Source: an optimization exercise on an open RTL-to-GDS flow (aim: small area, a short achievable clock period and few clock cycles). Production flows keep margins and buffers that such runs may drop.
Function was checked by simulation only, so behaviour that the tests miss may differ from the original.
Power figures rest on the tool's default switching activity, not on a simulated workload.

==> flow/design.v <==
module mexp_core #(
    parameter W = 128
) (
    input  wire         clk,
    input  wire         rst,
    input  wire         start,
    input  wire [3:0]   cmd,
    input  wire [W-1:0] a,
    input  wire [W-1:0] b,
    input  wire [W-1:0] e,
    input  wire [W-1:0] n,
    output reg          busy,
    output reg          done,
    output wire [W-1:0] res,
    output reg  [2:0]   errcode
);
    localparam CMD_NOP      = 4'd0;
    localparam CMD_MODEXP   = 4'd1;
    localparam CMD_MODMUL   = 4'd2;
    localparam CMD_MONTMUL  = 4'd3;
    localparam CMD_TOMONT   = 4'd4;
    localparam CMD_FROMMONT = 4'd5;
    localparam ERR_NONE          = 3'd0;
    localparam ERR_BAD_CMD       = 3'd1;
    localparam ERR_MOD_ZERO      = 3'd2;
    localparam ERR_EVEN_MOD      = 3'd3;
    localparam ERR_OPERAND_RANGE = 3'd4;
    localparam PH_IDLE = 5'd0;
    localparam PH_CHK  = 5'd1;    
    localparam PH_NORM = 5'd2;    
    localparam PH_PRE  = 5'd3;    
    localparam PH_ITER = 5'd4;    
    localparam PH_CPA  = 5'd5;    
    localparam PH_COPY = 5'd6;    
    localparam PH_DEC  = 5'd7;    
    localparam PH_CMP  = 5'd8;    
    localparam PH_CMP2 = 5'd9;    
    localparam PH_CMP3 = 5'd10;   
    localparam PH_NRM  = 5'd11;   
    localparam PH_NRM2 = 5'd12;   
    localparam PH_NRM3 = 5'd13;   
    localparam PH_F1   = 5'd14;   
    localparam PH_M1   = 5'd15;   
    localparam PH_M2   = 5'd16;   
    localparam PH_MM2  = 5'd17;   
    localparam PH_CHK0 = 5'd18;   
    localparam PH_B1   = 5'd19;   
    localparam PH_SET0 = 5'd20;   
    localparam PH_SET1 = 5'd21;   
    localparam PH_CMPB = 5'd22;   
    localparam ST_CONV = 4'd0;    
    localparam ST_UNSA = 4'd1;    
    localparam ST_SQ   = 4'd2;
    localparam ST_MUL  = 4'd3;
    localparam ST_FIN  = 4'd4;    
    localparam ST_UNSF = 4'd5;    
    localparam ST_MM1  = 4'd6;    
    localparam ST_MM2  = 4'd7;    
    localparam ST_PASS = 4'd8;    
    localparam ST_MONT = 4'd9;    
    localparam SW = 136;          
    localparam VW = 130;          
    reg [4:0]    ph, phn;
    reg          f_iter, f_ld, f_cpa, f_cmpl;    
    reg [3:0]    stp;
    reg [SW-1:0] S, C;
    reg [VW-1:0] X;
    reg [VW-1:0] V;               
    reg [VW-1:0] Breg;
    reg [W-1:0]  NN;
    reg [6:0]    s;
    reg [8:0]    cnt;
    reg          opm;             
    reg          ysel;            
    reg          q0;              
    reg          cmpb;            
    reg          tneg;            
    reg          rstq;
    reg          c_exp, c_mm, c_mont, c_tm, c_fm, oddr;
    reg          d0, d1, d2, dn;      
    reg          qa, qb, qc, qn;      
    reg [3:0]    p1x, p2x;            
    reg [1:0]    h1, h2;              
    reg [9:0]    rpy;                 
    reg [4:0]    v1, v2;              
    reg          nz_r, n1_r;          
    reg [9:0]    nqv;                 
    reg [10:0]   yhi;                 
    reg [6:0]    kp, kp1, kp2;
    reg [31:0]   eg;
    reg          ebit;
    reg          escan, ezero;
    assign res = V[W-1:0];
    wire n_zero = (NN == {W{1'b0}});
    wire n_one  = (NN == {{(W-1){1'b0}}, 1'b1});
    wire [VW-1:0] Y  = ysel ? Breg : V;
    wire [SW-1:0] Ye = {{(SW-VW){Y[VW-1]}}, Y};
    wire [SW-1:0] p1b = ({SW{d0}} & Ye) | ({SW{d1}} & {Ye[SW-2:0], 1'b0}) |
                        ({SW{d2}} & {Ye[SW-3:0], 2'b00});
    wire [SW-1:0] P1  = p1b ^ {SW{dn}};
    wire [SW-1:0] NNe = {{(SW-W){1'b0}}, NN};
    wire [SW-1:0] p2b = ({SW{qc}} & NNe) | ({SW{qa}} & {NNe[SW-2:0], 1'b0}) |
                        ({SW{qb}} & {NNe[SW-3:0], 2'b00});
    wire [SW-1:0] P2  = p2b ^ {SW{qn}};
    wire [4:0] lsum = {2'b00, S[2:0]} + {2'b00, C[2:0]} + {1'b0, p1x} + {1'b0, p2x};
    wire [1:0] co   = lsum[4:3];
    wire sa = |co;
    wire sb = co[1];
    wire u3 = &co;
    localparam HW = SW - 3;
    wire [HW-1:0] sh  = S[SW-1:3];
    wire [HW-1:0] ch  = C[SW-1:3];
    wire [HW-1:0] p1h = P1[SW-1:3];
    wire [HW-1:0] p2h = P2[SW-1:3];
    wire [HW-1:0] s1 = sh ^ ch ^ p1h;
    wire [HW-1:0] k1 = (sh & ch) | (sh & p1h) | (ch & p1h);
    wire [HW-1:0] c1 = {k1[HW-2:0], sa};
    wire [HW-1:0] s2 = s1 ^ c1 ^ p2h;
    wire [HW-1:0] k2 = (s1 & c1) | (s1 & p2h) | (c1 & p2h);
    wire [HW-1:0] c2 = {k2[HW-2:0], sb};
    wire [SW-1:0] S_M = {s2[HW-1], s2[HW-1], s2, u3};
    wire [SW-1:0] C_M = {c2[HW-1], c2[HW-1], c2, u3};
    wire [SW-1:0] S_L = {s2[HW-2:0], lsum[2:0], 1'b0};
    wire [SW-1:0] C_L = {c2[HW-2:0], 4'b0000};
    wire nd1 = X[2] ^ X[1];
    wire nd2 = (X[3] & ~X[2] & ~X[1]) | (~X[3] & X[2] & X[1]);
    wire ndn = X[3] & ~(X[2] & X[1]);
    wire [4:0] u32 = S[4:0] + C[4:0] + v1 + v2;
    wire [2:0] np1 = (({3{nd1}} & {Y[1:0], 1'b0}) | ({3{nd2}} & {Y[0], 2'b00})) ^ {3{ndn}};
    wire [2:0] lon = u32[4:2] + np1 + {2'b00, ndn};
    wire [1:0] unx = lon[2:1];
    wire [1:0] q4n = NN[1] ? unx : (2'd0 - unx);
    wire [9:0] tl   = S[129:120] + C[129:120] + rpy + nqv;
    wire signed [9:0] tls = tl;
    wire l2 = NN[126] ? (tls >= 10'sd160)  : (tls >= 10'sd104);
    wire l1 = (tls >= 10'sd32);
    wire l0 = (tls >= -10'sd32);
    wire lm = NN[126] ? (tls >= -10'sd160) : (tls >= -10'sd112);
    wire nqc = ~q0 & ((l1 & ~l2) | (lm & ~l0));    
    wire nqa = ~q0 & (l2 | ~lm);                   
    wire nqn = ~q0 & l1;                           
    reg [1:0] fdy;
    always @* begin
        case (X[1:0])
        2'b00:   fdy = 2'd0;
        2'b01:   fdy = Y[1:0];
        2'b10:   fdy = 2'd0 - {Y[0], 1'b0};
        default: fdy = 2'd0 - Y[1:0];
        endcase
    end
    wire [1:0] fq4 = NN[1] ? fdy : (2'd0 - fdy);
    wire iter = f_iter;
    wire n_d0 = opm ? 1'b0 : (iter ? X[127] : X[128]);
    wire n_d1 = opm & (iter ? nd1 : X[0]);
    wire n_d2 = opm & (iter ? nd2 : (X[1] & ~X[0]));
    wire n_dn = opm ? (iter ? ndn : X[1]) : (~iter & X[128]);
    wire [1:0] mq  = iter ? q4n : fq4;
    wire mq_p1 = (mq == 2'd1);
    wire mq_p2 = (mq == 2'd2);
    wire mq_m1 = (mq == 2'd3);
    wire lq_p1 = iter & nqc & nqn;
    wire lq_p2 = iter & nqa & nqn;
    wire lq_m1 = iter & nqc & ~nqn;
    wire lq_m2 = iter & nqa & ~nqn;
    wire n_qa = opm ? (mq_p1 | mq_m1) : (lq_p2 | lq_m2);
    wire n_qb = opm & mq_p2;
    wire n_qc = ~opm & (lq_p1 | lq_m1);
    wire n_qn = opm ? mq_m1 : (lq_p1 | lq_p2);
    function [10:0] pk;
        input [4:0] v;
        input       ng;
        pk = {v[4:3], {1'b0, v[2:0]} + {3'b000, ng}, v + {4'b0000, ng}};
    endfunction
    wire [4:0] y5 = Y[4:0];
    wire [10:0] k1p1 = pk(y5, 1'b0);
    wire [10:0] k1m1 = pk(~y5, 1'b1);
    wire [10:0] k1p2 = pk({y5[3:0], 1'b0}, 1'b0);
    wire [10:0] k1m2 = pk(~{y5[3:0], 1'b0}, 1'b1);
    wire [10:0] k1p4 = pk({y5[2:0], 2'b00}, 1'b0);
    wire [10:0] k1m4 = pk(~{y5[2:0], 2'b00}, 1'b1);
    wire [4:0] n5 = NN[4:0];
    wire [10:0] k2p1 = pk(n5, 1'b0);
    wire [10:0] k2m1 = pk(~n5, 1'b1);
    wire [10:0] k2p2 = pk({n5[3:0], 1'b0}, 1'b0);
    wire [10:0] k2m2 = pk(~{n5[3:0], 1'b0}, 1'b1);
    wire [10:0] k2p4 = pk({n5[2:0], 2'b00}, 1'b0);
    wire [9:0] nnt  = {3'b000, NN[127:121]};
    wire [9:0] kq2  = {nnt[8:0], 1'b0};
    wire [9:0] kq4  = {nnt[7:0], 2'b00};
    wire [9:0] kq2m = 10'd0 - kq2;
    wire [9:0] kq4m = 10'd0 - kq4;
    wire [10:0] n_k1 = ({11{n_d0 & ~n_dn}} & k1p1) | ({11{n_d0 & n_dn}} & k1m1) |
                       ({11{n_d1 & ~n_dn}} & k1p2) | ({11{n_d1 & n_dn}} & k1m2) |
                       ({11{n_d2 & ~n_dn}} & k1p4) | ({11{n_d2 & n_dn}} & k1m4);
    wire [10:0] n_k2m = ({11{mq_p1}} & k2p2) | ({11{mq_p2}} & k2p4) | ({11{mq_m1}} & k2m2);
    wire [10:0] n_k2l = ({11{lq_p1}} & k2m1) | ({11{lq_p2}} & k2m2) |
                        ({11{lq_m1}} & k2p1) | ({11{lq_m2}} & k2p2);
    wire [10:0] n_k2  = opm ? n_k2m : n_k2l;
    wire [9:0] n_nq = ({10{lq_m1}} & kq2) | ({10{lq_p1}} & kq2m) |
                      ({10{lq_m2}} & kq4) | ({10{lq_p2}} & kq4m);
    wire [9:0] n_rpy = iter ? (({10{X[127]}} & yhi[9:0]) + ({10{X[126]}} & yhi[10:1])) :
                              (((({10{X[128]}} & Ye[129:120]) ^ {10{X[128]}})) +
                               ({10{X[127]}} & Ye[130:121]));
    always @(posedge clk) begin
        {d0, d1, d2, dn} <= {n_d0, n_d1, n_d2, n_dn};
        {qa, qb, qc, qn} <= {n_qa, n_qb, n_qc, n_qn};
        {h1, p1x, v1} <= n_k1;
        {h2, p2x, v2} <= n_k2;
        rpy <= n_rpy;
        nz_r <= n_zero;
        n1_r <= n_one;
        nqv <= n_nq;
        if (!iter)
            yhi <= Ye[130:120];
    end
    wire [SW-1:0] cpa  = S + C;
    wire [VW-1:0] cpav = cpa[VW:1];
    wire          cneg = cpa[SW-1];
    wire          subn = ~X[VW-1] | f_cmpl;
    wire [SW-1:0] NNd  = {{(SW-W-1){1'b0}}, NN, 1'b0};
    integer g;
    always @(posedge clk) begin
        for (g = 0; g < 32; g = g + 1)
            eg[g] <= e[4*g + kp[1:0]];
        kp1  <= kp;
        ebit <= eg[kp1[6:2]];
        kp2  <= kp1;
    end
    wire esettled = (kp2 == kp);
    wire [8:0] lcnt  = 9'd129 - {2'b00, s};
    wire [8:0] opcnt = oddr ? 9'd65 : lcnt;
    wire ld = f_ld;
    always @(posedge clk) begin
        if (iter) begin
            S <= opm ? S_M : S_L;
            C <= opm ? C_M : C_L;
        end else if (ld) begin
            S <= {{(SW-VW-1){X[VW-1]}}, X, subn};
            C <= subn ? ~NNd : NNd;
        end else begin
            S <= {SW{1'b0}};
            C <= {SW{1'b0}};
        end
    end
    reg f_idle, f_xa, f_xb, f_xl, f_xm, f_xc, f_set0, f_set1;
    reg f_b1, f_bv, f_bl, f_norm;
    wire nn_sh = f_norm & ~NN[W-1];
    always @(posedge clk) begin
        if (f_xa)
            X <= {2'b00, a};
        else if (f_xb)
            X <= {2'b00, b};
        else if (f_xc)
            X <= cpav;
        else if (f_xm)
            X <= {X[VW-1], X[VW-1], X[VW-1:2]};
        else if (f_xl)
            X <= {X[VW-2:0], 1'b0};
        if (rstq || f_set0)
            V <= {VW{1'b0}};
        else if (f_set1)
            V <= {{(VW-1){1'b0}}, 1'b1};
        else if (f_xc)
            V <= cpav;
        if (f_b1)
            Breg <= {{(VW-1){1'b0}}, 1'b1};
        else if (f_bv)
            Breg <= V;
        else if (f_bl || nn_sh)
            Breg <= {Breg[VW-2:0], 1'b0};
        if (f_idle || (f_cpa && (stp == ST_UNSA || stp == ST_UNSF)))
            NN <= n;
        else if (nn_sh)
            NN <= {NN[W-2:0], 1'b0};
    end
    always @(posedge clk) begin
        phn = ph;
        rstq <= rst;
        done <= 1'b0;
        if (escan && ph != PH_CHK && esettled) begin
            if (ebit)
                escan <= 1'b0;
            else if (kp == 7'd0) begin
                escan <= 1'b0;
                ezero <= 1'b1;
            end else
                kp <= kp - 1'b1;
        end
        case (ph)
        PH_IDLE: begin
            s      <= 7'd0;
            cmpb   <= 1'b0;
            kp     <= 7'd127;
            ezero  <= 1'b0;
            c_exp  <= (cmd == CMD_MODEXP);
            c_mm   <= (cmd == CMD_MODMUL);
            c_mont <= (cmd == CMD_MONTMUL);
            c_tm   <= (cmd == CMD_TOMONT);
            c_fm   <= (cmd == CMD_FROMMONT);
            oddr   <= n[0];
            if (start) begin
                case (cmd)
                CMD_MODEXP, CMD_MODMUL, CMD_MONTMUL, CMD_TOMONT, CMD_FROMMONT: begin
                    phn = PH_CHK0;
                end
                CMD_NOP: begin
                    errcode <= ERR_NONE;
                    done    <= 1'b1;
                end
                default: begin
                    errcode <= ERR_BAD_CMD;
                    done    <= 1'b1;
                end
                endcase
            end
        end
        PH_CHK0: begin
            phn = PH_CHK;
        end
        PH_CHK: begin
            if (nz_r) begin
                errcode <= ERR_MOD_ZERO;
                done    <= 1'b1;
                phn      = PH_IDLE;
            end else if (!NN[0] && (c_mont || c_tm || c_fm)) begin
                errcode <= ERR_EVEN_MOD;
                done    <= 1'b1;
                phn      = PH_IDLE;
            end else if (c_mont) begin
                phn = PH_CMP;
            end else if (n1_r) begin
                phn = PH_SET0;
            end else if (c_fm) begin
                phn = PH_F1;
            end else begin
                escan <= c_exp;
                phn    = PH_NORM;
            end
        end
        PH_NORM: begin
            if (!NN[W-1]) begin
                s <= s + 1'b1;
            end else begin
                opm  <= 1'b0;
                ysel <= 1'b1;
                q0   <= 1'b0;
                phn   = PH_PRE;
                if (c_exp) begin
                    cnt <= oddr ? 9'd259 : 9'd129;
                    stp <= ST_CONV;
                end else if (c_mm) begin
                    cnt <= 9'd129;
                    stp <= ST_MM1;
                end else begin
                    cnt <= 9'd257;
                    stp <= ST_MM2;
                end
            end
        end
        PH_B1: begin
            phn = PH_PRE;
        end
        PH_PRE: begin
            phn = PH_ITER;
        end
        PH_ITER: begin
            cnt <= cnt - 1'b1;
            if (cnt == 9'd1)
                phn = PH_CPA;
        end
        PH_CPA: begin
            case (stp)
            ST_CONV: begin
                if (oddr && s != 7'd0) begin
                    opm  <= 1'b0;
                    ysel <= 1'b1;
                    q0   <= 1'b1;
                    cnt  <= lcnt;
                    stp  <= ST_UNSA;
                    phn   = PH_B1;
                end else begin
                    phn = PH_COPY;
                end
            end
            ST_UNSA: begin
                phn = PH_COPY;
            end
            ST_SQ, ST_MUL: begin
                if (stp == ST_SQ && ebit) begin
                    opm  <= oddr;
                    ysel <= 1'b1;
                    q0   <= 1'b0;
                    cnt  <= opcnt;
                    stp  <= ST_MUL;
                    phn   = PH_PRE;
                end else if (kp == 7'd0) begin
                    if (oddr) begin
                        opm  <= 1'b1;
                        ysel <= 1'b1;
                        q0   <= 1'b0;
                        cnt  <= 9'd65;
                        stp  <= ST_FIN;
                        phn   = PH_B1;
                    end else if (s != 7'd0) begin
                        opm  <= 1'b0;
                        ysel <= 1'b1;
                        q0   <= 1'b1;
                        cnt  <= lcnt;
                        stp  <= ST_UNSF;
                        phn   = PH_B1;
                    end else begin
                        phn = PH_NRM;
                    end
                end else begin
                    kp   <= kp - 1'b1;
                    opm  <= oddr;
                    ysel <= 1'b0;
                    q0   <= 1'b0;
                    cnt  <= opcnt;
                    stp  <= ST_SQ;
                    phn   = PH_PRE;
                end
            end
            ST_FIN, ST_MONT, ST_UNSF: begin
                phn = PH_NRM;
            end
            ST_MM1: begin
                phn = PH_MM2;
            end
            ST_MM2: begin
                if (s != 7'd0) begin
                    opm  <= 1'b0;
                    ysel <= 1'b1;
                    q0   <= 1'b1;
                    cnt  <= lcnt;
                    stp  <= ST_UNSF;
                    phn   = PH_B1;
                end else begin
                    phn = PH_NRM;
                end
            end
            default: begin   
                phn = PH_M1;
            end
            endcase
        end
        PH_COPY: begin
            phn = PH_DEC;
        end
        PH_DEC: begin
            if (!escan) begin
                if (ezero) begin
                    phn = PH_SET1;
                end else if (kp == 7'd0) begin
                    if (oddr) begin
                        opm  <= 1'b1;
                        ysel <= 1'b1;
                        q0   <= 1'b0;
                        cnt  <= 9'd65;
                        stp  <= ST_FIN;
                        phn   = PH_B1;
                    end else if (s != 7'd0) begin
                        opm  <= 1'b0;
                        ysel <= 1'b1;
                        q0   <= 1'b1;
                        cnt  <= lcnt;
                        stp  <= ST_UNSF;
                        phn   = PH_B1;
                    end else begin
                        phn = PH_NRM;
                    end
                end else begin
                    kp   <= kp - 1'b1;
                    opm  <= oddr;
                    ysel <= 1'b0;
                    q0   <= 1'b0;
                    cnt  <= opcnt;
                    stp  <= ST_SQ;
                    phn   = PH_PRE;
                end
            end
        end
        PH_CMP: begin
            phn = PH_CMP2;
        end
        PH_CMP2: begin
            tneg <= cneg;
            phn   = PH_CMP3;
        end
        PH_CMP3: begin
            if (!tneg) begin
                errcode <= ERR_OPERAND_RANGE;
                done    <= 1'b1;
                phn      = PH_IDLE;
            end else if (!cmpb) begin
                cmpb <= 1'b1;
                phn   = PH_CMPB;
            end else if (n1_r) begin
                phn = PH_SET0;
            end else begin
                opm  <= 1'b0;
                ysel <= 1'b1;
                q0   <= 1'b1;
                cnt  <= 9'd129;
                stp  <= ST_PASS;
                phn   = PH_PRE;
            end
        end
        PH_CMPB: begin
            phn = PH_CMP;
        end
        PH_F1: begin
            opm  <= 1'b1;
            ysel <= 1'b1;
            q0   <= 1'b0;
            cnt  <= 9'd65;
            stp  <= ST_MONT;
            phn   = PH_PRE;
        end
        PH_M1: begin
            phn = PH_M2;
        end
        PH_M2: begin
            opm  <= 1'b1;
            ysel <= 1'b1;
            q0   <= 1'b0;
            cnt  <= 9'd65;
            stp  <= ST_MONT;
            phn   = PH_PRE;
        end
        PH_MM2: begin
            opm  <= 1'b0;
            ysel <= 1'b1;
            q0   <= 1'b0;
            cnt  <= 9'd129;
            stp  <= ST_MM2;
            phn   = PH_PRE;
        end
        PH_NRM: begin
            phn = PH_NRM2;
        end
        PH_NRM2: begin
            phn = PH_NRM3;
        end
        PH_NRM3: begin
            if (f_xc) begin
                phn = PH_NRM;
            end else begin
                errcode <= ERR_NONE;
                done    <= 1'b1;
                phn      = PH_IDLE;
            end
        end
        PH_SET0, PH_SET1: begin
            errcode <= ERR_NONE;
            done    <= 1'b1;
            phn      = PH_IDLE;
        end
        default: begin
            phn = PH_IDLE;
        end
        endcase
        if (rst) begin
            phn      = PH_IDLE;
            done    <= 1'b0;
            errcode <= ERR_NONE;
            escan   <= 1'b0;
        end
        ph     <= phn;
        busy   <= (phn != PH_IDLE);
        f_iter <= (phn == PH_ITER);
        f_ld   <= (phn == PH_CMP) || (phn == PH_CMP2) || (phn == PH_NRM) || (phn == PH_NRM2);
        f_cpa  <= (phn == PH_CPA);
        f_cmpl <= (phn == PH_CMP) || (phn == PH_CMP2);
        f_idle <= (phn == PH_IDLE);
        f_norm <= (phn == PH_NORM);
        f_xa   <= (phn == PH_IDLE) || (phn == PH_M1) || (phn == PH_MM2);
        f_xb   <= (phn == PH_CHK && c_mm) || (phn == PH_CMPB);
        f_xc   <= (phn == PH_CPA) || (phn == PH_NRM3 && (X[VW-1] || !cneg));
        f_xm   <= (phn == PH_ITER) && opm;
        f_xl   <= (phn == PH_ITER && !opm) || (phn == PH_F1) || (phn == PH_M2);
        f_set0 <= (phn == PH_SET0);
        f_set1 <= (phn == PH_SET1);
        f_b1   <= (phn == PH_IDLE) || (phn == PH_B1);
        f_bv   <= (phn == PH_COPY) || (phn == PH_M1) || (phn == PH_MM2);
        f_bl   <= (phn == PH_F1) || (phn == PH_M2);
    end
endmodule
==> flow/run.sh <==
#!/bin/bash
# synth_recipe.tcl (not shown) runs the flow's synth.tcl, then flattens the netlist and writes it again
# the make line also repeats each setting of config.mk as NAME=value (left out here)
make -C /OpenROAD-flow-scripts/flow DESIGN_CONFIG=/design/flow/config.mk WORK_HOME=/design/flow/orfs CLKGATE_MAP_FILE= SYNTH_SCRIPT=/design/flow/synth_recipe.tcl finish
==> flow/config.mk <==
export PLATFORM = sky130hd
export DESIGN_NAME = mexp_core
export DESIGN_NICKNAME = mexp_core
export VERILOG_FILES = /design/flow/design.v
export SDC_FILE = /design/flow/constraint.sdc
export NUM_CORES = 4
export LEC_CHECK = 0
export CAP_MARGIN = 20
export CORE_MARGIN = 2
export CORE_UTILIZATION = 40
export PLACE_DENSITY = 0.6
export SLEW_MARGIN = 20
==> flow/constraint.sdc <==
create_clock -name core_clock -period 12.0 [get_ports {clk}]
set_input_delay 2.4000 -clock core_clock [delete_from_list [all_inputs] [get_ports {clk}]]
set_output_delay 2.4000 -clock core_clock [all_outputs]
set_load 0.01 [all_outputs]
==> impl_metrics.tcl, run 1 <==
set metrics [dict create \
    synthesized_netlist_net_count 8409 \
    cell_class_contributing_the_biggest_share_of_worst_path_delay "compound AO/OA/AOI/OAI gates" \
    critical-path-top-cell-by-count "sky130_fd_sc_hd__a211oi_1" \
    hp-class "reg -> reg" \
    cts_sinks 954 \
    ff_latch_area_sq_um 22100 \
    maximum_number_of_pins_on_one_net_before_global_route_repair 165 \
    worst_ep_required_time_ns 12.64 \
    grt_overflow_total 0 \
    core_region_area_sq_um 172000 \
    grt_overall_usage_pct 30.8 \
    insertion_delay_ns 0.78 \
    cts_buffer_count 115 \
    post_route_cells_drive_above_1_share_pct 8.65 \
    rsz0062_at_grt "no" \
    chipHeight_microns 420 \
    tritoncts "built" \
    worst_setup_path_start_kind "flop" \
    layout.cell_area.non_filler_sq_um 80400 \
    netlist-cell-type-count 103 \
    post_cts_setup_bufs 0 \
    drc_errors 0 \
    post_layout_minimum_cycle_time_ns 5.16 \
    post_cts.resized_instances 0 \
    syn_inst 7420 \
    min_to "kp2[1]" \
    final-setup-viol-count 0 \
    timing.critical_path.slowest_cell_delay_ns 1.02 \
    synth.ff_latch_count 954 \
    cts_hold_buf 0 \
    crit_path_start "C[1]" \
    die-area_sq_um 177000 \
    dpl-instance-area_sq_um 76300 \
    timing.setup.critical_path_class "reg -> reg" \
    slew_violations 0 \
    std_cell_rows 152 \
    path_clk_slew_ns 0.06 \
    max-cap-violations 0 \
    synth-edff-count 297 \
    fin_nets 8555 \
    top_level_pins 652 \
    synth-main-ff-cell "sky130_fd_sc_hd__dfxtp_1" \
    final_util_pct 46.8 \
    worst-slew-pin-transition_ns 1.25 \
    worst_clock_skew_ns 0.0447 \
    launching_point_of_the_worst_reg2reg_path "C[1]" \
    critical_path.cell_chain "inv_1 > fa_1 > and2b_1 > o2111ai_2 > a21oi_1 > a41oi_2 > o21ai_2 > nand4_1 > a211oi_1 > o21bai_1 > xnor2_1 > nor2_1 > a211oi_1 > a221o_1" \
    power.density_nw_per_um2 193 \
    leakage_uw 0.0311 \
    synth.avg_cell_area_sq_um 9.34 \
    drt_iter0_markers 7645 \
    initial_antenna_violation_count 11 \
    start_util_pct 40.3 \
    number_of_instances_on_the_worst_hold_path 0 \
    max_slew_margin_pct 16.4 \
    gp_congestion 0.981 \
    category_of_the_worst_setup_path_capture_point "flop" \
    io_buffers 651 \
    critical_path.max_fanout 6 \
    synthesis.area_sq_um 69300 \
    die_x_microns 420 \
    place_inst 9756 \
    worst_path_slowest_cell "sky130_fd_sc_hd__a211oi_1" \
    achievable-frequency_mhz 194 \
    area_growth_pct 16.1 \
    final.period_utilization_pct 43.0 \
    vias_per_cell 6.09 \
    routedWlPerCell_microns 28.1 \
    number_of_global_route_vias_before_repair 60085 \
    grt_pass1_wl_microns 407000 \
    outcome "finished clean" \
    tns_ns 0 \
    post_dp_hpwl_microns 211000 \
    r2r-end "X[87]" \
    wirelength_microns 281000 \
    cts.root.buffer_cell "sky130_fd_sc_hd__clkbuf_16" \
    instances_no_fill 9982 \
    r2r_worst_path_depth 14 \
    final_hold_viol_count 0 \
    postRouteAntennaNets 0 \
    cts.path.max_buffers 3 \
    r2r_slack_ns 6.84 \
    holdCritStartpoint "kp1[1]" \
    filler_cell_count_in_the_final_layout 16285 \
    critical_path_buf_inv_count 1 \
    async_reset_ff_share_pct 0 \
    synth_warnings 1 \
    detailroute.via_count 60767 \
    synth.yosys.seq_area_share_pct 31.9 \
    peakVddDrop_v 0.000128 \
    first_pass_iters 13 \
    htree_levels 3 \
    worst_ep_arrival_time_ns 5.80 \
    multi_input_comb_area_sq_um 43500 \
]
[worst max path at each step]
stage                        end  slack [ns]  cells after the start
after detailed placement    busy        6.64                      6
after CTS                  X[87]        7.16                     14
after global placement    f_idle        6.61                      7
after floorplan            NN[0]        1.68                      2
final                      X[87]        6.84                     14
after global routing       X[99]        6.93                     14
[where the power goes]
group / switching [uW] / leakage, uW / total, uW / internal, uW
Combinational: 3630 / 0.0207 / 6240 / 2610
Sequential: 1320 / 0.00838 / 5510 / 4200
Clock: 1560 / 0.00199 / 3780 / 2220
Total: 6500 / 0.0311 / 15500 / 9030
[metal layers]
layer,track usage [%],routed length (microns)
met3,4.18,19000
met2,49.4,129000
met5,0,46
met1,39.3,113000
met4,18.8,19700
[cells in the final DEF, fill, tap and decap left out, drive strengths merged, types with 42 or more instances in the layout]
cell type	n
clkdlybuf4s50	651
dfxtp	657
mux2	276
mux4	42
nor2b	47
and2	45
nor3	76
a22oi	58
o22ai	148
buf	71
a21o	69
clkbuf	153
xor2	71
mux2i	597
nor4	48
inv	192
a21oi	558
nor2	619
fa	294
edfxtp	297
o21ai	494
ha	176
a222oi	263
o21bai	45
nand4	87
clkinv	43
xnor2	514
nand2	600
nand3	59
[registers in the layout, summed over array words and instances, names as in the netlist, 9 cells and up]
signal,flops
S,136
C,135
Breg,130
V,130
X,130
NN,128
eg,32
rpy,10
yhi,10
cnt,9
nqv,9
[final cells by class]
type / instances / area share (%)
Antenna cell: 3 / 0.00934
Clock buffer: 153 / 4.03
Clock inverter: 67 / 0.977
Inverter: 185 / 0.874
Multi-Input combinational cell: 5588 / 54.1
Sequential cell: 954 / 27.5
Tap cell: 2310 / 3.59
Timing Repair Buffer: 722 / 8.90
[synthesized netlist by cell type (all sizes together), types with 71 or more instances]
| master | number | area share, % |
|---|---|---|
| nand2 | 600 | 3.3 |
| mux2 | 276 | 4.5 |
| ha | 176 | 3.2 |
| edfxtp | 297 | 13 |
| buf | 244 | 2.1 |
| a21oi | 558 | 4.1 |
| mux2i | 597 | 8.6 |
| clkbuf | 449 | 2.4 |
| inv | 184 | 1.0 |
| xor2 | 71 | 0.90 |
| o22ai | 148 | 1.3 |
| nor3 | 76 | 0.55 |
| a222oi | 263 | 3.8 |
| nand4 | 87 | 0.79 |
| fa | 294 | 8.5 |
| xnor2 | 514 | 6.5 |
| o21ai | 494 | 3.6 |
| nor2 | 619 | 3.4 |
| dfxtp | 657 | 19 |
[kinds of logic after synthesis]
| group | Yosys count | share of synthesized area (%) |
|---|---|---|
| flops | 954 | 31.9 |
| mux | 915 | 14.5 |
| simple gates | 1691 | 10.7 |
| buf+inv | 878 | 5.51 |
| xor+xnor | 585 | 7.40 |
| compound gates | 1927 | 18.3 |
| fa+ha+maj | 470 | 11.7 |
[stage by stage]
| step | hold WS [ns] | total power, uW | setup WS, ns |
|---|---|---|---|
| 5_1_grt | 0.338 | 16200 | 6.93 |
| 3_3_place_gp | 0.310 | 11600 | 6.61 |
| 6_report | 0.323 | 15500 | 6.84 |
| 3_5_place_dp | 0.314 | 11600 | 6.64 |
| 2_1_floorplan | 0.310 | 9170 | 1.68 |
| 4_1_cts | 0.327 | 15500 | 7.16 |
Testbench counts, summed over its fixed seeds: cycles 761,247.
==> run 2, diff against run 1 <==
==> flow/flow/run.sh (new file) <==
#!/bin/bash
# Layout flow: the standard layout (standard.sh, unchanged synthesis),
# with two changes to how the layout is made:
#  - the port buffers that ORFS inserts are buf_4 cells instead of the
#    default delay buffers;
#  - repair_timing (after CTS and after global routing) works until the
#    setup slack is 8 ns, so it sizes up the slow gates of the datapath.
# The clock period, the SDC and the design are the standard flow's.
# make's full output goes to flow_make.log in the work folder.
set -euo pipefail
export BUFFER_PORTS_ARGS="-buffer_cell sky130_fd_sc_hd__buf_4"
export SETUP_SLACK_MARGIN=8
bash standard.sh finish > flow_make.log 2>&1
==> flow/standard.sh (new file) <==
#!/bin/bash
# synth_recipe.tcl (not shown) runs the flow's synth.tcl, then flattens the netlist and writes it again
# the make line also repeats each setting of config.mk as NAME=value (left out here)
make -C /OpenROAD-flow-scripts/flow DESIGN_CONFIG=/design/flow/config.mk WORK_HOME=/design/flow/orfs CLKGATE_MAP_FILE= SYNTH_SCRIPT=/design/flow/synth_recipe.tcl "${@:-finish}"
removed: flow/run.sh
==> run 2 against run 1 <==
  * Critical path type unchanged
  * Critical path depth up 4
  * Largest cell class unchanged
  * Synthesized area unchanged
  * Register-to-register slack better by 0.94 ns
  * Still clean on timing, DRC and antenna
==> impl_metrics.tcl, run 2 <==
set metrics [dict create \
    outcome "finished clean" \
    grt_pass1_wl_microns 405000 \
    die_x_microns 420 \
    p_sw_share_pct 41.6 \
    top_reg_by_flops "S" \
    place_inst 9771 \
    cts.path.max_buffers 3 \
    r2r_worst_path_depth 18 \
    pre_cts_slack_ns 7.10 \
    synth_warnings 1 \
    drt_iter0_markers 7346 \
    worst_ep_arrival_time_ns 4.84 \
    async_reset_ff_share_pct 0 \
    cts_hold_buf 0 \
    power.density_nw_per_um2 191 \
    synthesized_netlist_net_count 8409 \
    std_cell_rows 152 \
    core_region_area_sq_um 172000 \
    start_util_pct 40.3 \
    grt_overflow_total 0 \
    io_buffers 651 \
    top_level_pins 652 \
    post_layout_minimum_cycle_time_ns 4.22 \
    dpl-instance-area_sq_um 74800 \
    synth_top_area_share_pct 19.0 \
    leakage_uw 0.0325 \
    chipHeight_microns 420 \
    post-route-worst-setup-slack_ns 7.78 \
    synth-edff-count 297 \
    r2r_slack_ns 7.78 \
    synth-main-ff-cell "sky130_fd_sc_hd__dfxtp_1" \
    postRouteAntennaNets 0 \
    final_common_cell "sky130_fd_sc_hd__buf_4" \
    synth.top_cells.by_count "sky130_fd_sc_hd__dfxtp_1 (657), sky130_fd_sc_hd__nor2_1 (619), sky130_fd_sc_hd__nand2_1 (600), sky130_fd_sc_hd__mux2i_1 (597), sky130_fd_sc_hd__a21oi_1 (555)" \
    filler_cell_count_in_the_final_layout 16354 \
    post-synth-top-count-cell "sky130_fd_sc_hd__dfxtp_1" \
    post_route_cells_drive_above_1_share_pct 20.2 \
    worst-slew-pin-transition_ns 1.39 \
    max-cap-violations 0 \
    vias_per_cell 6.07 \
    synth.avg_cell_area_sq_um 9.34 \
    detailroute.via_count 61024 \
    worst_setup_path_start_kind "flop" \
    maximum_number_of_pins_on_one_net_before_global_route_repair 129 \
    fin_nets 8634 \
    power.share.combinational_pct 40.1 \
    layout_common_cells "sky130_fd_sc_hd__buf_4 (781), sky130_fd_sc_hd__dfxtp_1 (631), sky130_fd_sc_hd__nor2_1 (602), sky130_fd_sc_hd__mux2i_1 (594), sky130_fd_sc_hd__nand2_1 (594)" \
    initial_antenna_violation_count 10 \
    final.period_utilization_pct 35.2 \
    synth.ff_latch_count 954 \
    max_slew_margin_pct 6.61 \
    cts_sinks 954 \
    holdCritStartpoint "kp1[1]" \
    instances_no_fill 10060 \
    min_to "kp2[1]" \
    final-setup-viol-count 0 \
    syn_inst 7420 \
    drc_errors 0 \
    power.internal_uw 9000 \
    post_dp_hpwl_microns 213000 \
    number_of_instances_on_the_worst_hold_path 0 \
    final_hold_viol_count 0 \
    largest_reg_flops 136 \
    peakVddDrop_v 0.000150 \
    timing.setup.critical_path_class "reg -> reg" \
    wirelength_microns 280000 \
    critical_path.max_fanout 5 \
    slew_violations 0 \
    synthesis.area_sq_um 69300 \
    grt_overall_usage_pct 30.5 \
    htree_levels 3 \
    power_frac_clock_pct 24.2 \
    layout.cell_area.non_filler_sq_um 80600 \
    cts.root.buffer_cell "sky130_fd_sc_hd__clkbuf_16" \
    post-layout-total-power_uw 15400 \
    netlist-cell-type-count 103 \
    launching_point_of_the_worst_reg2reg_path "C[1]" \
    cts_buffer_count 113 \
    rsz0062_at_grt "yes" \
    hp-class "reg -> reg" \
    worst_ep_required_time_ns 12.62 \
    worst_clock_skew_ns 0.0405 \
    path_clk_slew_ns 0.06 \
    tritoncts "built" \
    post_synth_main_area_contributors "sky130_fd_sc_hd__dfxtp_1 (19%), sky130_fd_sc_hd__edfxtp_1 (13%), sky130_fd_sc_hd__mux2i_1 (8.6%)" \
    routedWlPerCell_microns 27.8 \
    die-area_sq_um 177000 \
    insertion_delay_ns 0.78 \
    tns_ns 0 \
    synth.yosys.seq_area_share_pct 31.9 \
    first_pass_iters 11 \
    reg.largest.list "S (136), C (135)" \
    switchingPower_uw 6420 \
    r2r-end "v2[4]" \
    area_growth_pct 16.4 \
    synth.largest_area_cell "sky130_fd_sc_hd__dfxtp_1" \
    gp_congestion 0.966 \
    number_of_global_route_vias_before_repair 60092 \
    relative_contribution_of_sequential_cells_to_total_power_pct 35.7 \
    category_of_the_worst_setup_path_capture_point "flop" \
    achievable-frequency_mhz 237 \
]
-- run 2: cell count changes in the layout (fill, tap and decap cells not counted), moves of 21 or more --
cell                              before  now
sky130_fd_sc_hd__clkdlybuf4s50_1     651    0
sky130_fd_sc_hd__o21ai_0             479  438
sky130_fd_sc_hd__ha_1                176  155
sky130_fd_sc_hd__buf_4                62  781
sky130_fd_sc_hd__o21ai_1              12   44
-- run 2: worst max-delay path by stage --
stage / start / endpoint / slack [ns] / depth (start not counted)
floorplan: C[1] / v2[4] / 8.00 / 18
global placement: C[1] / X[85] / 7.26 / 14
detailed placement: S[0] / X[85] / 7.10 / 14
CTS: C[1] / v2[4] / 7.78 / 18
global route: C[1] / v2[3] / 7.64 / 18
finish: C[1] / v2[4] / 7.78 / 18
-- run 2: stage by stage --
step           util, %  hold WS [ns]
3_3_place_gp      43.5         0.311
2_1_floorplan        -         0.310
4_1_cts           46.3         0.338
3_5_place_dp      43.5         0.320
6_report          46.9         0.333
5_1_grt           46.9         0.343
-- run 2: power by group through the flow --
stage | clock network, uW | registers (uW) | logic [uW]
after floorplan | 0 | 4720 | 4390
after global placement | 0 | 5530 | 5930
after detailed placement | 0 | 5540 | 5970
after CTS | 3760 | 5480 | 6060
after global routing | 3880 | 5580 | 6690
final | 3730 | 5510 | 6190
-- run 2: cell type report --
cell class / count / area (sq um) / area share (%)
multi-input cells: 5588 / 44700 / 55.4
flip-flops and latches: 954 / 22100 / 27.5
repair buffers: 803 / 6210 / 7.70
clock buffers: 154 / 3320 / 4.12
well taps: 2310 / 2890 / 3.59
inverters: 185 / 706 / 0.875
clock inverters: 61 / 664 / 0.824
diodes: 5 / 12.5 / 0.0155
-- run 2: metal layers --
layer | track usage (%) | wire (microns) | up-vias
li1 | - | - | 27458
met1 | 38.7 | 113000 | 30280
met2 | 50.2 | 131000 | 2726
met3 | 3.85 | 18100 | 550
met4 | 17.2 | 18300 | 10
met5 | 0 | 69 | -
-- run 2: worst max-delay path: stages (launching register included) --
cell and delay, ns:
sky130_fd_sc_hd__dfxtp_2 0.33, sky130_fd_sc_hd__fa_1 0.52, sky130_fd_sc_hd__inv_1 0.05, sky130_fd_sc_hd__fa_1 0.49, sky130_fd_sc_hd__inv_2 0.05, sky130_fd_sc_hd__ha_4 0.15, sky130_fd_sc_hd__fa_2 0.37, sky130_fd_sc_hd__xnor2_2 0.15
sky130_fd_sc_hd__fa_1 0.55, sky130_fd_sc_hd__nor2_2 0.06, sky130_fd_sc_hd__xnor2_2 0.17, sky130_fd_sc_hd__xnor2_1 0.18, sky130_fd_sc_hd__xnor2_1 0.15, sky130_fd_sc_hd__nand2_1 0.11, sky130_fd_sc_hd__o21ai_4 0.16, sky130_fd_sc_hd__nor2_1 0.09
sky130_fd_sc_hd__xor2_1 0.15, sky130_fd_sc_hd__a221oi_1 0.26, sky130_fd_sc_hd__a21oi_1 0.08
-- run 2: cell families after synthesis --
family | count (synthesis) | share of synthesized area [%]
compound gates | 1927 | 18.3
buf+inv | 878 | 5.51
flops | 954 | 31.9
xor+xnor | 585 | 7.40
simple gates | 1691 | 10.7
fa+ha+maj | 470 | 11.7
mux | 915 | 14.5
-- run 2: timing repair --
| action | in CTS | in global routing |
|---|---|---|
| resized for setup | 121 | 168 |
| setup endpoints to repair | 219 | 129 |
| cloned | 0 | 1 |
| hold endpoints to repair | 0 | 0 |
| pin swaps | 48 | 79 |
| setup buffers | 34 | 34 |
==> run 3, diff against run 2 <==
--- a/flow/design.v
+++ b/flow/design.v
@@ -71,7 +71,6 @@
     reg [6:0]    s;
     reg [8:0]    cnt;
     reg          opm;             
-    reg          ysel;            
     reg          q0;              
     reg          cmpb;            
     reg          tneg;            
@@ -93,7 +92,7 @@
     assign res = V[W-1:0];
     wire n_zero = (NN == {W{1'b0}});
     wire n_one  = (NN == {{(W-1){1'b0}}, 1'b1});
-    wire [VW-1:0] Y  = ysel ? Breg : V;
+    wire [VW-1:0] Y  = Breg;
     wire [SW-1:0] Ye = {{(SW-VW){Y[VW-1]}}, Y};
     wire [SW-1:0] p1b = ({SW{d0}} & Ye) | ({SW{d1}} & {Ye[SW-2:0], 1'b0}) |
                         ({SW{d2}} & {Ye[SW-3:0], 2'b00});
@@ -243,7 +242,7 @@
         end
     end
     reg f_idle, f_xa, f_xb, f_xl, f_xm, f_xc, f_set0, f_set1;
-    reg f_b1, f_bv, f_bl, f_norm;
+    reg f_b1, f_bv, f_bc, f_vc, f_bl, f_norm;
     wire nn_sh = f_norm & ~NN[W-1];
     always @(posedge clk) begin
         if (f_xa)
@@ -260,10 +259,12 @@
             V <= {VW{1'b0}};
         else if (f_set1)
             V <= {{(VW-1){1'b0}}, 1'b1};
-        else if (f_xc)
+        else if (f_vc)
             V <= cpav;
         if (f_b1)
             Breg <= {{(VW-1){1'b0}}, 1'b1};
+        else if (f_bc)
+            Breg <= cpav;
         else if (f_bv)
             Breg <= V;
         else if (f_bl || nn_sh)
@@ -342,7 +343,6 @@
                 s <= s + 1'b1;
             end else begin
                 opm  <= 1'b0;
-                ysel <= 1'b1;
                 q0   <= 1'b0;
                 phn   = PH_PRE;
                 if (c_exp) begin
@@ -373,22 +373,20 @@
             ST_CONV: begin
                 if (oddr && s != 7'd0) begin
                     opm  <= 1'b0;
-                    ysel <= 1'b1;
                     q0   <= 1'b1;
                     cnt  <= lcnt;
                     stp  <= ST_UNSA;
                     phn   = PH_B1;
                 end else begin
-                    phn = PH_COPY;
+                    phn = PH_DEC;
                 end
             end
             ST_UNSA: begin
-                phn = PH_COPY;
+                phn = PH_DEC;
             end
             ST_SQ, ST_MUL: begin
                 if (stp == ST_SQ && ebit) begin
                     opm  <= oddr;
-                    ysel <= 1'b1;
                     q0   <= 1'b0;
                     cnt  <= opcnt;
                     stp  <= ST_MUL;
@@ -396,14 +394,12 @@
                 end else if (kp == 7'd0) begin
                     if (oddr) begin
                         opm  <= 1'b1;
-                        ysel <= 1'b1;
                         q0   <= 1'b0;
                         cnt  <= 9'd65;
                         stp  <= ST_FIN;
                         phn   = PH_B1;
                     end else if (s != 7'd0) begin
                         opm  <= 1'b0;
-                        ysel <= 1'b1;
                         q0   <= 1'b1;
                         cnt  <= lcnt;
                         stp  <= ST_UNSF;
@@ -414,7 +410,6 @@
                 end else begin
                     kp   <= kp - 1'b1;
                     opm  <= oddr;
-                    ysel <= 1'b0;
                     q0   <= 1'b0;
                     cnt  <= opcnt;
                     stp  <= ST_SQ;
@@ -430,7 +425,6 @@
             ST_MM2: begin
                 if (s != 7'd0) begin
                     opm  <= 1'b0;
-                    ysel <= 1'b1;
                     q0   <= 1'b1;
                     cnt  <= lcnt;
                     stp  <= ST_UNSF;
@@ -444,9 +438,6 @@
             end
             endcase
         end
-        PH_COPY: begin
-            phn = PH_DEC;
-        end
         PH_DEC: begin
             if (!escan) begin
                 if (ezero) begin
@@ -454,14 +445,12 @@
                 end else if (kp == 7'd0) begin
                     if (oddr) begin
                         opm  <= 1'b1;
-                        ysel <= 1'b1;
                         q0   <= 1'b0;
                         cnt  <= 9'd65;
                         stp  <= ST_FIN;
                         phn   = PH_B1;
                     end else if (s != 7'd0) begin
                         opm  <= 1'b0;
-                        ysel <= 1'b1;
                         q0   <= 1'b1;
                         cnt  <= lcnt;
                         stp  <= ST_UNSF;
@@ -472,7 +461,6 @@
                 end else begin
                     kp   <= kp - 1'b1;
                     opm  <= oddr;
-                    ysel <= 1'b0;
                     q0   <= 1'b0;
                     cnt  <= opcnt;
                     stp  <= ST_SQ;
@@ -499,7 +487,6 @@
                 phn = PH_SET0;
             end else begin
                 opm  <= 1'b0;
-                ysel <= 1'b1;
                 q0   <= 1'b1;
                 cnt  <= 9'd129;
                 stp  <= ST_PASS;
@@ -511,7 +498,6 @@
         end
         PH_F1: begin
             opm  <= 1'b1;
-            ysel <= 1'b1;
             q0   <= 1'b0;
             cnt  <= 9'd65;
             stp  <= ST_MONT;
@@ -522,7 +508,6 @@
         end
         PH_M2: begin
             opm  <= 1'b1;
-            ysel <= 1'b1;
             q0   <= 1'b0;
             cnt  <= 9'd65;
             stp  <= ST_MONT;
@@ -530,7 +515,6 @@
         end
         PH_MM2: begin
             opm  <= 1'b0;
-            ysel <= 1'b1;
             q0   <= 1'b0;
             cnt  <= 9'd129;
             stp  <= ST_MM2;
@@ -582,7 +566,11 @@
         f_set0 <= (phn == PH_SET0);
         f_set1 <= (phn == PH_SET1);
         f_b1   <= (phn == PH_IDLE) || (phn == PH_B1);
-        f_bv   <= (phn == PH_COPY) || (phn == PH_M1) || (phn == PH_MM2);
+        f_bv   <= (phn == PH_CPA) && (stp == ST_SQ) && ebit;
+        f_bc   <= (phn == PH_CPA) && !((stp == ST_SQ) && ebit);
+        f_vc   <= ((phn == PH_CPA) && (!(stp == ST_SQ || stp == ST_MUL) ||
+                                       (kp == 7'd0 && !oddr && s == 7'd0 && !((stp == ST_SQ) && ebit)))) ||
+                  (phn == PH_NRM3 && (X[VW-1] || !cneg));
         f_bl   <= (phn == PH_F1) || (phn == PH_M2);
     end
 endmodule
==> run 3 against run 2 <==
  * Critical path depth fell by 2
  * Synthesized area shrank 0.28%
  * Worst hold slack worse by 0.0072 ns
  * Global-route usage increased by 1.7 points
  * Synthesized cell count fell by 0.11%
  * Die area decreased by 0.28%
  * Flip-flop and latch count rose by 1
  * Non-clock buffer count is 38 lower
  * Still clean on timing, DRC and antenna
==> impl_metrics.tcl, run 3 <==
set metrics [dict create \
    grt_util_met3_pct 4.97 \
    std_cell_rows 152 \
    power.density_nw_per_um2 190 \
    crit_path_start "v1[1]" \
    place_inst 9727 \
    initial_antenna_violation_count 10 \
    grt_pass1_wl_microns 422000 \
    chipHeight_microns 420 \
    synth.largest_area_cell "sky130_fd_sc_hd__dfxtp_1" \
    post_route_cells_drive_above_1_share_pct 18.1 \
    netlist-cell-type-count 103 \
    rsz0062_at_grt "yes" \
    routedWlPerCell_microns 29.4 \
    maximum_number_of_pins_on_one_net_before_global_route_repair 143 \
    cts_sinks 955 \
    category_of_the_worst_setup_path_capture_point "flop" \
    grt_use_met2_pct 49.8 \
    outcome "finished clean" \
    instances_no_fill 9991 \
    postRouteAntennaNets 0 \
    max-cap-violations 0 \
    top_reg_by_flops "S" \
    final_common_cell "sky130_fd_sc_hd__buf_4" \
    insertion_delay_ns 0.80 \
    post_dp_hpwl_microns 222000 \
    synth-main-ff-cell "sky130_fd_sc_hd__dfxtp_1" \
    pre_cts_slack_ns 7.17 \
    launching_point_of_the_worst_reg2reg_path "v1[1]" \
    vias_per_cell 6.20 \
    synth.avg_cell_area_sq_um 9.32 \
    htree_levels 3 \
    hp-class "reg -> reg" \
    largest_reg_flops 136 \
    timing.setup.critical_path_class "reg -> reg" \
    drc_errors 0 \
    post-synth-top-count-cell "sky130_fd_sc_hd__dfxtp_1" \
    top_level_pins 652 \
    worst_setup_path_start_kind "flop" \
    post-route-worst-setup-slack_ns 7.93 \
    peakVddDrop_v 0.000124 \
    final_hold_viol_count 0 \
    synth.ff_latch_count 955 \
    gp_congestion 0.993 \
    synth.top_cells.by_count "sky130_fd_sc_hd__dfxtp_1 (659), sky130_fd_sc_hd__nor2_1 (658), sky130_fd_sc_hd__mux2i_1 (617), sky130_fd_sc_hd__a21oi_1 (558), sky130_fd_sc_hd__xnor2_1 (521)" \
    number_of_global_route_vias_before_repair 60518 \
    final.period_utilization_pct 33.9 \
    path_clk_slew_ns 0.06 \
    grt_overflow_total 0 \
    final-setup-viol-count 0 \
    first_pass_iters 11 \
    synthesis.area_sq_um 69100 \
    grt_overall_usage_pct 32.2 \
    synth-edff-count 296 \
    core_region_area_sq_um 172000 \
    grtUsageMet1_pct 42.0 \
    layout_common_cells "sky130_fd_sc_hd__buf_4 (749), sky130_fd_sc_hd__nor2_1 (648), sky130_fd_sc_hd__dfxtp_1 (630), sky130_fd_sc_hd__mux2i_1 (615), sky130_fd_sc_hd__a21oi_1 (530)" \
    r2r-end "v2[2]" \
    worstSetupEndpoint "v2[2]" \
    tns_ns 0 \
    synth.yosys.seq_area_share_pct 32.0 \
    cts.path.max_buffers 3 \
    top_usage_layer "met2" \
    cts.root.buffer_cell "sky130_fd_sc_hd__clkbuf_16" \
    post_layout_minimum_cycle_time_ns 4.07 \
    critical_path.max_fanout 8 \
    worst-slew-pin-transition_ns 1.23 \
    r2r_slack_ns 7.93 \
    cts_hold_buf 0 \
    wirelength_microns 294000 \
    synthesized_netlist_net_count 8401 \
    r2r_worst_path_depth 16 \
    fin_nets 8560 \
    worst_ep_required_time_ns 12.67 \
    tritoncts "built" \
    area_growth_pct 15.4 \
    drt_iter0_markers 7993 \
    leakage_uw 0.0302 \
    start_util_pct 40.3 \
    synth_top_area_share_pct 19.1 \
    cts_buffer_count 119 \
    io_buffers 651 \
    detailroute.via_count 61910 \
    synth_warnings 1 \
    worst_clock_skew_ns 0.0459 \
    max_slew_margin_pct 17.6 \
    die_x_microns 420 \
    achievable-frequency_mhz 246 \
    async_reset_ff_share_pct 0 \
    die-area_sq_um 176000 \
    number_of_instances_on_the_worst_hold_path 0 \
    syn_inst 7412 \
    post_synth_main_area_contributors "sky130_fd_sc_hd__dfxtp_1 (19%), sky130_fd_sc_hd__edfxtp_1 (13%), sky130_fd_sc_hd__mux2i_1 (8.9%)" \
    holdWs_ns 0.325 \
    slew_violations 0 \
    reg.largest.list "S (136), C (135)" \
    worst_ep_arrival_time_ns 4.74 \
]
-- run 3: final cells by class --
cell class	count	area, sq um
clock buffer	163	3510
multi-input combinational	5533	44000
fill	16480	91800
sequential	955	22200
inverter	197	749
timing repair buffer	765	5860
tap	2310	2890
clock inverter	64	534
antenna	4	10.0
-- run 3: worst min path at each step --
stage,end,from,slack (ns)
2_1_floorplan,kp2[0],kp1[0],0.31
4_1_cts,kp2[0],kp1[0],0.33
5_1_grt,kp2[0],kp1[0],0.34
3_5_place_dp,kp2[0],kp1[0],0.31
3_3_place_gp,kp2[0],kp1[0],0.31
6_report,kp2[0],kp1[0],0.33
-- run 3: layer usage --
layer	part of all wire (%)	vias up	wire length [microns]
met3	7.8	666	22900
met1	40	30646	118000
met5	0.023	-	69
met4	7.7	12	22600
met2	44	3114	130000
li1	-	27472	-
-- run 3: logic make-up (layout without fill, tap and decap cells) --
| group | count (synthesis) | in the layout | share of synthesized area [%] |
|---|---|---|---|
| compound gates | 1985 | 1985 | 19.1 |
| xor+xnor | 588 | 588 | 7.46 |
| fa+ha+maj | 470 | 470 | 11.7 |
| buf+inv | 925 | 1189 | 5.82 |
| flops | 955 | 955 | 32.0 |
| mux | 813 | 813 | 12.8 |
| other cells | 0 | 4 | 0 |
| simple gates | 1676 | 1677 | 11.1 |
-- run 3: per-stage QoR --
stage	power, uW	area [sq um]	util (%)
2_1_floorplan	8870	69100	-
3_3_place_gp	11100	74400	43.4
3_5_place_dp	11100	74400	43.4
4_1_cts	14900	78900	46.0
5_1_grt	15800	79700	46.5
6_report	15100	79700	46.5
-- run 3: power by group --
part | internal, uW | switching [uW]
sequential | 4160 | 1310
clock | 2190 | 1570
combinational | 2520 | 3370
-- run 3: repair_timing --
action                     in CTS  in global routing
resized for setup              66                146
cloned                          0                  1
setup endpoints to repair     176                149
setup buffers                  16                 16
pin swaps                      30                 54
-- run 3: worst max-delay path, cell delays in order (launching register included) --
cell and delay, ns:
sky130_fd_sc_hd__dfxtp_2 0.32, sky130_fd_sc_hd__fa_1 0.52, sky130_fd_sc_hd__inv_1 0.05, sky130_fd_sc_hd__fa_1 0.47
sky130_fd_sc_hd__inv_1 0.05, sky130_fd_sc_hd__ha_2 0.18, sky130_fd_sc_hd__fa_2 0.38, sky130_fd_sc_hd__xnor2_2 0.17
sky130_fd_sc_hd__fa_2 0.58, sky130_fd_sc_hd__nor2_4 0.05, sky130_fd_sc_hd__xnor2_2 0.15, sky130_fd_sc_hd__xnor2_1 0.20
sky130_fd_sc_hd__xnor2_1 0.12, sky130_fd_sc_hd__a21oi_4 0.27, sky130_fd_sc_hd__buf_4 0.16, sky130_fd_sc_hd__nor2_2 0.03
sky130_fd_sc_hd__o31a_1 0.27
Testbench counts of run 3, summed over its fixed seeds: cycles 761,199.
==> run 4, diff against run 3 <==
==> flow/flow/run.sh (replaced) <==
#!/bin/bash
# Layout flow: the standard layout (standard.sh, unchanged synthesis),
# with two changes to how the layout is made:
#  - the port buffers that ORFS inserts are buf_2 cells instead of the
#    default delay buffers;
#  - repair_timing (after CTS and after global routing) works until the
#    setup slack is 8 ns, so it sizes up the slow gates of the datapath.
# The clock period, the SDC and the design are the standard flow's.
# make's full output goes to flow_make.log in the work folder.
set -euo pipefail
export BUFFER_PORTS_ARGS="-buffer_cell sky130_fd_sc_hd__buf_2"
export SETUP_SLACK_MARGIN=8
bash standard.sh finish > flow_make.log 2>&1
==> run 4 against run 3 <==
  * Die area unchanged
  * Wire length is 1.8% lower
  * Final cell count is essentially flat
  * Count of clock-buffer cells in the layout rose by 12
  * First-iteration DRC count fell by 4.2%
  * Largest cell class unchanged
  * Flip-flop and latch count unchanged
  * Worst hold slack improved by 0.00095 ns
  * Fmax fell by 1.8%
  * Synthesized area unchanged
  * Critical path depth rose by 1
==> impl_metrics.tcl, run 4 <==
set metrics [dict create \
    outcome "finished clean" \
    grt_overflow_total 0 \
    reg.largest.list "S (136), C (135)" \
    insertion_delay_ns 0.78 \
    hp-class "reg -> reg" \
    rsz0062_at_grt "yes" \
    critical_path.cell_chain "fa_1 > inv_1 > fa_1 > inv_1 > ha_2 > fa_2 > xnor2_2 > fa_2 > nor2_2 > xnor2_2 > xnor2_2 > xnor2_2 > a21oi_4 > o21ai_2 > o31ai_1 > a21oi_1 > a21oi_1" \
    syn_inst 7412 \
    worst-slew-pin-transition_ns 1.27 \
    worst_ep_arrival_time_ns 4.76 \
    synth.top_cells.by_count "sky130_fd_sc_hd__dfxtp_1 (659), sky130_fd_sc_hd__nor2_1 (658), sky130_fd_sc_hd__mux2i_1 (617), sky130_fd_sc_hd__a21oi_1 (558), sky130_fd_sc_hd__xnor2_1 (521)" \
    synth.yosys.seq_area_share_pct 32.0 \
    synth_top_area_share_pct 19.1 \
    detailroute.via_count 61695 \
    synthesis.area_sq_um 69100 \
    top_reg_by_flops "S" \
    grt_overall_usage_pct 31.7 \
    tns_ns 0 \
    cts_buffer_count 116 \
    category_of_the_worst_setup_path_capture_point "flop" \
    top_routing_layer_used "met5" \
    final_hold_viol_count 0 \
    slew_violations 0 \
    post_route_cells_drive_above_1_share_pct 18.1 \
    fin_nets 8557 \
    synth-edff-count 296 \
    initial_antenna_violation_count 13 \
    drt_iter0_markers 7657 \
    met2_length_microns 126000 \
    vias_per_cell 6.18 \
    synthesized_netlist_net_count 8401 \
    die-area_sq_um 176000 \
    max-cap-violations 0 \
    chipHeight_microns 420 \
    wl_met3_microns 22600 \
    cts.path.max_buffers 3 \
    io_buffers 651 \
    htree_levels 3 \
    max_slew_margin_pct 13.4 \
    postRouteAntennaNets 0 \
    synth.largest_area_cell "sky130_fd_sc_hd__dfxtp_1" \
    timing.critical_path.slowest_cell_delay_ns 0.57 \
    final.period_utilization_pct 34.6 \
    m1WireLength_microns 116000 \
    start_util_pct 40.3 \
    achievable-frequency_mhz 241 \
    maximum_number_of_pins_on_one_net_before_global_route_repair 149 \
    worst_ep_required_time_ns 12.62 \
    drc_errors 0 \
    die_x_microns 420 \
    area_growth_pct 13.1 \
    critical_path.max_fanout 5 \
    power.density_nw_per_um2 193 \
    core_region_area_sq_um 172000 \
    netlist-cell-type-count 103 \
    worst_clock_skew_ns 0.0412 \
    routedWlPerCell_microns 28.9 \
    final-setup-viol-count 0 \
    post-synth-top-count-cell "sky130_fd_sc_hd__dfxtp_1" \
    gp_congestion 0.989 \
    cts_sinks 955 \
    timing.setup.critical_path_class "reg -> reg" \
    wirelength_microns 288000 \
    post_layout_minimum_cycle_time_ns 4.15 \
    cts.root.buffer_cell "sky130_fd_sc_hd__clkbuf_16" \
    place_inst 9724 \
    synth.ff_latch_count 955 \
    std_cell_rows 152 \
    layout_common_cells "sky130_fd_sc_hd__nor2_1 (652), sky130_fd_sc_hd__buf_2 (651), sky130_fd_sc_hd__dfxtp_1 (630), sky130_fd_sc_hd__mux2i_1 (614), sky130_fd_sc_hd__a21oi_1 (537)" \
    peakVddDrop_v 0.000120 \
    synth.avg_cell_area_sq_um 9.32 \
    async_reset_ff_share_pct 0 \
    number_of_instances_on_the_worst_hold_path 0 \
    instances_no_fill 9989 \
    first_pass_iters 13 \
    grt_pass1_wl_microns 416000 \
    leakage_uw 0.0298 \
    worst_path_slowest_cell "sky130_fd_sc_hd__fa_2" \
    largest_reg_flops 136 \
    number_of_global_route_vias_before_repair 59786 \
    post_synth_main_area_contributors "sky130_fd_sc_hd__dfxtp_1 (19%), sky130_fd_sc_hd__edfxtp_1 (13%), sky130_fd_sc_hd__mux2i_1 (8.9%)" \
    r2r_worst_path_depth 17 \
    worst_setup_path_start_kind "flop" \
    tritoncts "built" \
    post_dp_hpwl_microns 218000 \
    path_clk_slew_ns 0.06 \
    synth_warnings 1 \
    final_common_cell "sky130_fd_sc_hd__nor2_1" \
    synth-main-ff-cell "sky130_fd_sc_hd__dfxtp_1" \
    critical-path-top-cell-by-count "sky130_fd_sc_hd__xnor2_2" \
    top_level_pins 652 \
]
==> run 4: final timing paths <==
kind / to / from / slack [ns]
hold / removal: kp2[1] / kp1[1] / 0.33
setup / recovery: v2[4] / C[1] / 7.85
setup reg to reg: v2[4] / C[1] / 7.85
hold reg to reg: kp2[1] / kp1[1] / 0.33
==> run 4: final cells by class <==
| type | count | area [sq um] |
|---|---|---|
| well taps | 2310 | 2890 |
| multi-input cells | 5534 | 43900 |
| repair buffers | 764 | 4230 |
| flip-flops and latches | 955 | 22200 |
| fillers | 16666 | 93400 |
| clock inverters | 47 | 483 |
| diodes | 7 | 17.5 |
| inverters | 197 | 749 |
| clock buffers | 175 | 3630 |
==> run 4: metrics by stage <==
| stage | cell area [sq um] | hold WS [ns] | utilization [%] | setup WS (ns) | total power (uW) |
|---|---|---|---|---|---|
| finish | 78100 | 0.326 | 45.5 | 7.85 | 15100 |
| global route | 78100 | 0.337 | 45.5 | 7.73 | 15800 |
| CTS | 77400 | 0.327 | 45.1 | 7.87 | 15000 |
| detailed placement | 72800 | 0.314 | 42.4 | 7.21 | 11100 |
| global placement | 72800 | 0.312 | 42.4 | 7.26 | 11000 |
| floorplan | 69100 | 0.310 | - | 8.00 | 8870 |
==> run 4: power breakdown <==
part / internal [uW] / switching (uW)
clock: 2250 / 1570
sequential: 4150 / 1330
combinational: 2480 / 3340
==> run 4: timing repair <==
action | CTS | global route
buffers inserted | 17 | 16
endpoints found under the setup margin | 148 | 257
gates cloned | 1 | 1
resized for setup | 74 | 120
pin swaps | 31 | 47
hold buffers | 0 | 0
==> run 4: critical path: cells and delay by family, from the launching register on <==
family,cells,cell delay [ns]
xor+xnor,4,0.78
fa+ha+maj,5,2.14
compound gates,5,0.59
flops,1,0.34
simple gates,1,0.05
buf+inv,2,0.10
==> run 4: per-layer routing <==
layer	vias up	global-route usage (%)
li1	27481	-
met1	30362	41.3
met2	3166	48.1
met3	672	5.13
met4	14	21.8
met5	-	0
==> run 4: logic make-up (layout without fill, tap and decap cells) <==
kind of cell               Yosys count  in the layout  share of synthesized area [%]
AOI/OAI and AO/OA                 1985           1986                           19.1
and+or+nand+nor                   1676           1677                           11.1
DFF                                955            955                           32.0
buffers and inverters              925           1183                           5.82
muxes                              813            813                           12.8
xor gates and xnor gates           588            588                           7.46
adders and majority gates          470            470                           11.7
other                                0              7                              0
==> run 5, diff against run 4 <==
--- a/flow/config.mk
+++ b/flow/config.mk
@@ -7,6 +7,6 @@
 export LEC_CHECK = 0
 export CAP_MARGIN = 20
 export CORE_MARGIN = 2
-export CORE_UTILIZATION = 40
-export PLACE_DENSITY = 0.6
+export CORE_UTILIZATION = 55
+export PLACE_DENSITY = 0.7
 export SLEW_MARGIN = 20
==> run 5 against run 4 <==
  * Global-route usage up 9.3 points
  * Critical path depth unchanged
  * Register-to-register slack about the same
  * Non-clock buffer count up 11
  * Sequential share of layout area up 0.43 points
  * Sequential power about the same
  * Largest power group unchanged
  * Utilization up 16 points
  * Still clean on timing, DRC and antenna
  * Worst hold slack better by 0.0021 ns
  * Power down 0.70%
  * Clock power down 4%
  * Synthesized cell count unchanged
  * Critical path type unchanged
==> impl_metrics.tcl, run 5 <==
set metrics [dict create \
    syn_inst 7412 \
    synth_top_area_share_pct 19.1 \
    grt_pass1_wl_microns 395000 \
    hp-class "reg -> reg" \
    first_pass_iters 15 \
    max-cap-violations 0 \
    insertion_delay_ns 0.78 \
    leakage_uw 0.0296 \
    max_slew_margin_pct 21.7 \
    filler_cell_count_in_the_final_layout 10705 \
    detailroute.via_count 63203 \
    post_synth_main_area_contributors "sky130_fd_sc_hd__dfxtp_1 (19%), sky130_fd_sc_hd__edfxtp_1 (13%), sky130_fd_sc_hd__mux2i_1 (8.9%)" \
    final.period_utilization_pct 34.4 \
    worst-slew-pin-transition_ns 1.17 \
    fin_nets 8560 \
    synthesized_netlist_net_count 8401 \
    slew_violations 0 \
    outcome "finished clean" \
    chipHeight_microns 358 \
    timing.setup.critical_path_class "reg -> reg" \
    cts_buffer_count 110 \
    worst_ep_arrival_time_ns 4.74 \
    htree_levels 3 \
    holdWs_ns 0.328 \
    die_x_microns 358 \
    largest_reg_flops 136 \
    post_dp_hpwl_microns 201000 \
    final-setup-viol-count 0 \
    path_clk_slew_ns 0.06 \
    post_layout_minimum_cycle_time_ns 4.13 \
    layout.cell_area.non_filler_sq_um 77000 \
    post_route_cells_drive_above_1_share_pct 17.6 \
    io_buffers 651 \
    achievable-frequency_mhz 242 \
    category_of_the_worst_setup_path_capture_point "flop" \
    place_inst 9067 \
    area_growth_pct 11.4 \
    worst_ep_required_time_ns 12.61 \
    synth.avg_cell_area_sq_um 9.32 \
    initial_antenna_violation_count 12 \
    top_reg_by_flops "S" \
    grt_overflow_total 0 \
    synth-main-ff-cell "sky130_fd_sc_hd__dfxtp_1" \
    routedWlPerCell_microns 29.2 \
    wirelength_microns 273000 \
    netlist-cell-type-count 103 \
    synth.yosys.seq_area_share_pct 32.0 \
    async_reset_ff_share_pct 0 \
    gp_congestion 0.992 \
]
==> run 5: final cells by class <==
type	count	area, sq um	area share [%]
sequential	955	22200	28.8
tap	1650	2060	2.68
inverter	197	749	0.974
clock buffer	156	3170	4.12
antenna	11	27.5	0.0358
timing repair buffer	775	4260	5.53
multi-input combinational	5532	43800	57.0
clock inverter	52	681	0.885
==> run 5: what timing repair did <==
action	4_1_cts	5_1_grt
pin swaps	24	40
buffers inserted	20	22
resized for setup	63	109
endpoints found under the setup margin	233	140
gates cloned	0	0
hold buffers	0	0
==> run 5: worst max-delay path, cell delays in order, from the launching register on <==
cell and delay (ns):
sky130_fd_sc_hd__dfxtp_4 0.35, sky130_fd_sc_hd__fa_1 0.53, sky130_fd_sc_hd__inv_1 0.05, sky130_fd_sc_hd__fa_1 0.50, sky130_fd_sc_hd__inv_2 0.05, sky130_fd_sc_hd__ha_4 0.16, sky130_fd_sc_hd__fa_2 0.39, sky130_fd_sc_hd__xnor2_2 0.16
sky130_fd_sc_hd__fa_1 0.56, sky130_fd_sc_hd__nor2_2 0.06, sky130_fd_sc_hd__xnor2_2 0.16, sky130_fd_sc_hd__xnor2_1 0.15, sky130_fd_sc_hd__xnor2_1 0.27, sky130_fd_sc_hd__a21oi_4 0.15, sky130_fd_sc_hd__o21ai_2 0.18, sky130_fd_sc_hd__o31ai_2 0.08
sky130_fd_sc_hd__a21oi_1 0.15, sky130_fd_sc_hd__a21oi_1 0.06
==> run 5: report_power, final <==
part	total (uW)	internal, uW	switching [uW]
registers	5480	4150	1320
logic	5860	2480	3370
clock network	3670	2140	1520
total	15000	8780	6220
==> run 5: metal layers <==
layer	track usage, %	wire length (microns)	part of all wire [%]
met1	53.8	105000	39
met2	62.5	120000	44
met3	9.49	31400	12
met4	22.5	16500	6.1
met5	0	69	0.025
==> run 5: final timing paths <==
path / start / end / slack (ns) / cells past startpoint
setup / recovery: C[1] / v2[4] / 7.87 / 17
hold / removal: kp1[1] / kp2[1] / 0.33 / 0
setup reg to reg: C[1] / v2[4] / 7.87 / 17
hold reg to reg: kp1[1] / kp2[1] / 0.33 / 0
==> run 5: cell families (layout without fill, tap and decap cells) <==
| logic type | after synthesis | in the layout | share of synthesized area [%] |
|---|---|---|---|
| other | 0 | 11 | 0 |
| AOI/OAI and AO/OA | 1985 | 1985 | 19.1 |
| adders and majority gates | 470 | 470 | 11.7 |
| xor gates and xnor gates | 588 | 588 | 7.46 |
| buffers and inverters | 925 | 1180 | 5.82 |
| muxes | 813 | 813 | 12.8 |
| DFF | 955 | 955 | 32.0 |
| and+or+nand+nor | 1676 | 1676 | 11.1 |
==> run 5: through the flow <==
stage	total power, uW	worst slack (ns)
after floorplan	8870	8.00
after global placement	10900	7.41
after detailed placement	11000	7.38
after CTS	14700	7.93
after global routing	15600	7.69
final	15000	7.87

[separate check: timing with driven ports]
No port has a modelled driver above. Below, the same layouts with a new extraction and two added sets of constraints. Step 1, drivers: a clkbuf_16 drives clk and a buf_2 each remaining input, both assumed. Step 2 also shifts input and output timing later by t, the mid clock arrival at the registers, as if the neighbouring blocks saw the same clock. Three values: ideal, step 1, step 2; two values: the first two.
run	t (ns)	setup WS [ns]
run 1	0.836	6.840 / 6.840 / 6.435
run 2	0.833	7.779 / 7.779 / 7.504
run 3	0.860	7.930 / 7.930 / 7.404
run 4	0.843	7.854 / 7.854 / 7.471
run 5	0.847	7.867 / 7.867 / 7.412
After both steps every run listed still meets setup and hold.
